From an optimization exercise on the open Yosys and OpenROAD flow, aimed at small area, a short achievable clock period and few clock cycles; shortcuts taken in it are not production practice.
At most, simulation tests tie the RTL to the original design; equivalence was not proved.
Power is estimated from default activity; no workload was simulated.

the reference run:
// ash_rx
module ash_rx (
    input  wire       clk,
    input  wire       rst,
    input  wire       in_valid,
    input  wire [7:0] in_byte,
    output wire       in_ready,
    output wire       out_valid,
    input  wire       out_ready,
    output wire [4:0] out_tag,
    output wire [7:0] out_data,
    output wire       out_last
);
For scale: about 2100 cells after synthesis, roughly 1200 flip-flops, roughly 28 I/O pins.
Settings: LEC_CHECK=0, CAP_MARGIN=20, CORE_MARGIN=2, CORE_UTILIZATION=40, SETUP_SLACK_MARGIN=5, SLEW_MARGIN=20; clock period 8.0 ns.
run.sh (not shown) runs the stock make flow with config.mk's settings and CLKGATE_MAP_FILE= SYNTH_SCRIPT=/design/flow/synth_recipe.tcl, a recipe that flattens the netlist after the stock synthesis.
Testbench counts of the reference run, summed over its fixed seeds: cycles 10,095.
diff inputs: the reference run => the trial run
--- a/flow/design.v
+++ b/flow/design.v
@@ -52,22 +52,23 @@
         else                       hdr_tag = 5'h06;
     endfunction
     reg [7:0] ring [0:N-1];
     reg        pv, sv;
     reg [7:0]  pb, sb;
     reg        b_flag, b_can, b_sub, b_xo, b_esc, is_data;    
     reg        discard;
     reg        in_frame;        
     reg [7:0]  cnt;             
     reg [6:0]  wpos;            
     reg        al;              
+    reg [7:0]  occ;             
     reg        ofull;           
     reg        esc_pend, esc_err;
     reg [2:0]  ulen;            
     reg [15:0] crc;
     reg        crc_ok;          
     reg        k_data, k_hdr, k_rstack, k_error;    
     reg        u1ok;            
     reg        fg;              
     reg [3:0]  q_ent [0:D-1];
     reg [DB:0] q_wp, q_rp;      
     reg        hv;              
@@ -146,29 +147,32 @@
     wire        pop_idle  = !rbusy && hv && space;
     wire        pop_chain = rstep && r_end && hv && h_good;
     wire        pop = pop_idle || pop_chain;
     wire        e_diag  = pop_idle && !h_good;
     wire        ev      = r_emit || e_diag;
     wire [4:0]  etag    = e_diag ? ({1'b0, h_code} + 5'd7) :
                           hdr    ? hdr_tag(d2) : T_BODY;
     wire [7:0]  edata   = e_diag ? 8'h00 :
                           hdr    ? d2 : (d2 ^ (scr ? lfsr : 8'h00));
     wire        elast   = e_diag || r_lastu;
     wire        h_load  = !hv || pop;
-    wire        occ127  = rpos == wpos + 7'd1;
+    wire [7:0]  occ_dr  = occ - cnt;
+    wire [7:0]  occ_n   = ev_drop ? (r_adv ? occ_dr - 8'd1 : occ_dr) :
+                          wr      ? (r_adv ? occ : occ + 8'd1) :
+                                    (r_adv ? occ - 8'd1 : occ);
     wire [6:0]  wpos_dr = wpos - cnt[6:0] - 7'd1;
     wire [6:0]  wpos_n  = ev_drop ? wpos_dr : wr ? wpos : (wpos - 7'd1);
     wire        al_n    = ev_drop ? (wpos_dr[WSB-1:0] == 0) :
                           wr      ? al : (wpos[WSB-1:0] == 1);
     wire        ofull_n = ev_drop ? (cnt == 8'd0 && ofull && !r_adv) :
-                          wr      ? (r_adv ? ofull : occ127) :
+                          wr      ? (r_adv ? ofull : (occ == 8'd127)) :
                                     (ofull && !r_adv);
     integer i;
     always @(posedge clk) begin
         for (i = 0; i < N; i = i + 1) begin
             if ((i % WS) == WS - 1 && wr && wtap[((i + 1) % N) / WS])
                 ring[i] <= pb;
             else
                 ring[i] <= ring[(i + 1) % N];
         end
         if (push && !(h_load && q_empty))
             q_ent[q_wp[DB-1:0]] <= push_code;
@@ -195,22 +199,23 @@
         rb_esc  <= rpre == ESC;
     end
     always @(posedge clk) begin
         if (rst) begin
             pv       <= 1'b0;
             sv       <= 1'b0;
             discard  <= 1'b0;
             in_frame <= 1'b0;
             cnt      <= 8'd0;
             wpos     <= 7'd0;
             al       <= 1'b1;
+            occ      <= 8'd0;
             ofull    <= 1'b0;
             esc_pend <= 1'b0;
             esc_err  <= 1'b0;
             ulen     <= 3'd0;
             crc      <= 16'hFFFF;
             crc_ok   <= 1'b0;
             fg       <= 1'b0;
             k_data   <= 1'b0;
             k_hdr    <= 1'b0;
             k_rstack <= 1'b0;
             k_error  <= 1'b0;
@@ -270,22 +275,23 @@
                         k_rstack <= u_byte == 8'hC1;
                         k_error  <= u_byte == 8'hC2;
                     end
                     if (ulen == 3'd1) u1ok <= (u_byte == 8'h02);
                     if (ulen != 3'd6) ulen <= ulen + 3'd1;
                     crc    <= crc_nx;
                     crc_ok <= crc_nx == 16'h0000;
                 end
             end
             wpos  <= wpos_n;
             al    <= al_n;
+            occ   <= occ_n;
             ofull <= ofull_n;
             if (push && !(h_load && q_empty))
                 q_wp <= q_wp + 1'b1;
             if (h_load) begin
                 hv <= !q_empty || push;
                 if (!q_empty)
                     q_rp <= q_rp + 1'b1;
             end
             if (space) begin
                 av    <= ev;
                 atag  <= etag;
## What came out
[diff] total half-perimeter wirelength after legalization and detailed placement, the trial run relative to the reference run: regression. Changes observed in the trial run relative to the reference run: number of nets in the final layout up 147, post-synthesis to final-layout area growth down 0.30 points, leakage power up 0.16 nW, xor and xnor area share after synthesis up 0.18 points.
Function not checked in the trial run: the RTL went through the layout flow alone.

-- re-timing with driven ports --
In the flow no input, the clock included, has a driving cell. The finished layouts below were timed again as built, in two steps. Step 1: set_driving_cell puts a clkbuf_16 on clk and a buf_2 on each other input, an assumption about the parent block. Step 2 adds t to the input delays and takes it off the output delays; t is the mean of the earliest and latest rising clock arrival at the registers after step 1. Input paths then give back, and output paths get back, about the clock's delay inside the block. a / b / c = ideal / step 1 / step 2; a / b = the first two.
| run | t (ns) | slack for setup (ns) | worst data-port slew with drivers (ns) |
|---|---|---|---|
| the reference run | 0.710 | 5.060 / 4.996 / 4.392 | 0.04 |
| the trial run | 0.710 | 5.063 / 5.015 / 4.437 | 0.03 |
After both steps every run listed still meets setup and hold. The setup slack of the reference run, which loses most, moves by -0.064 ns with the drivers and by -0.668 ns with both steps.
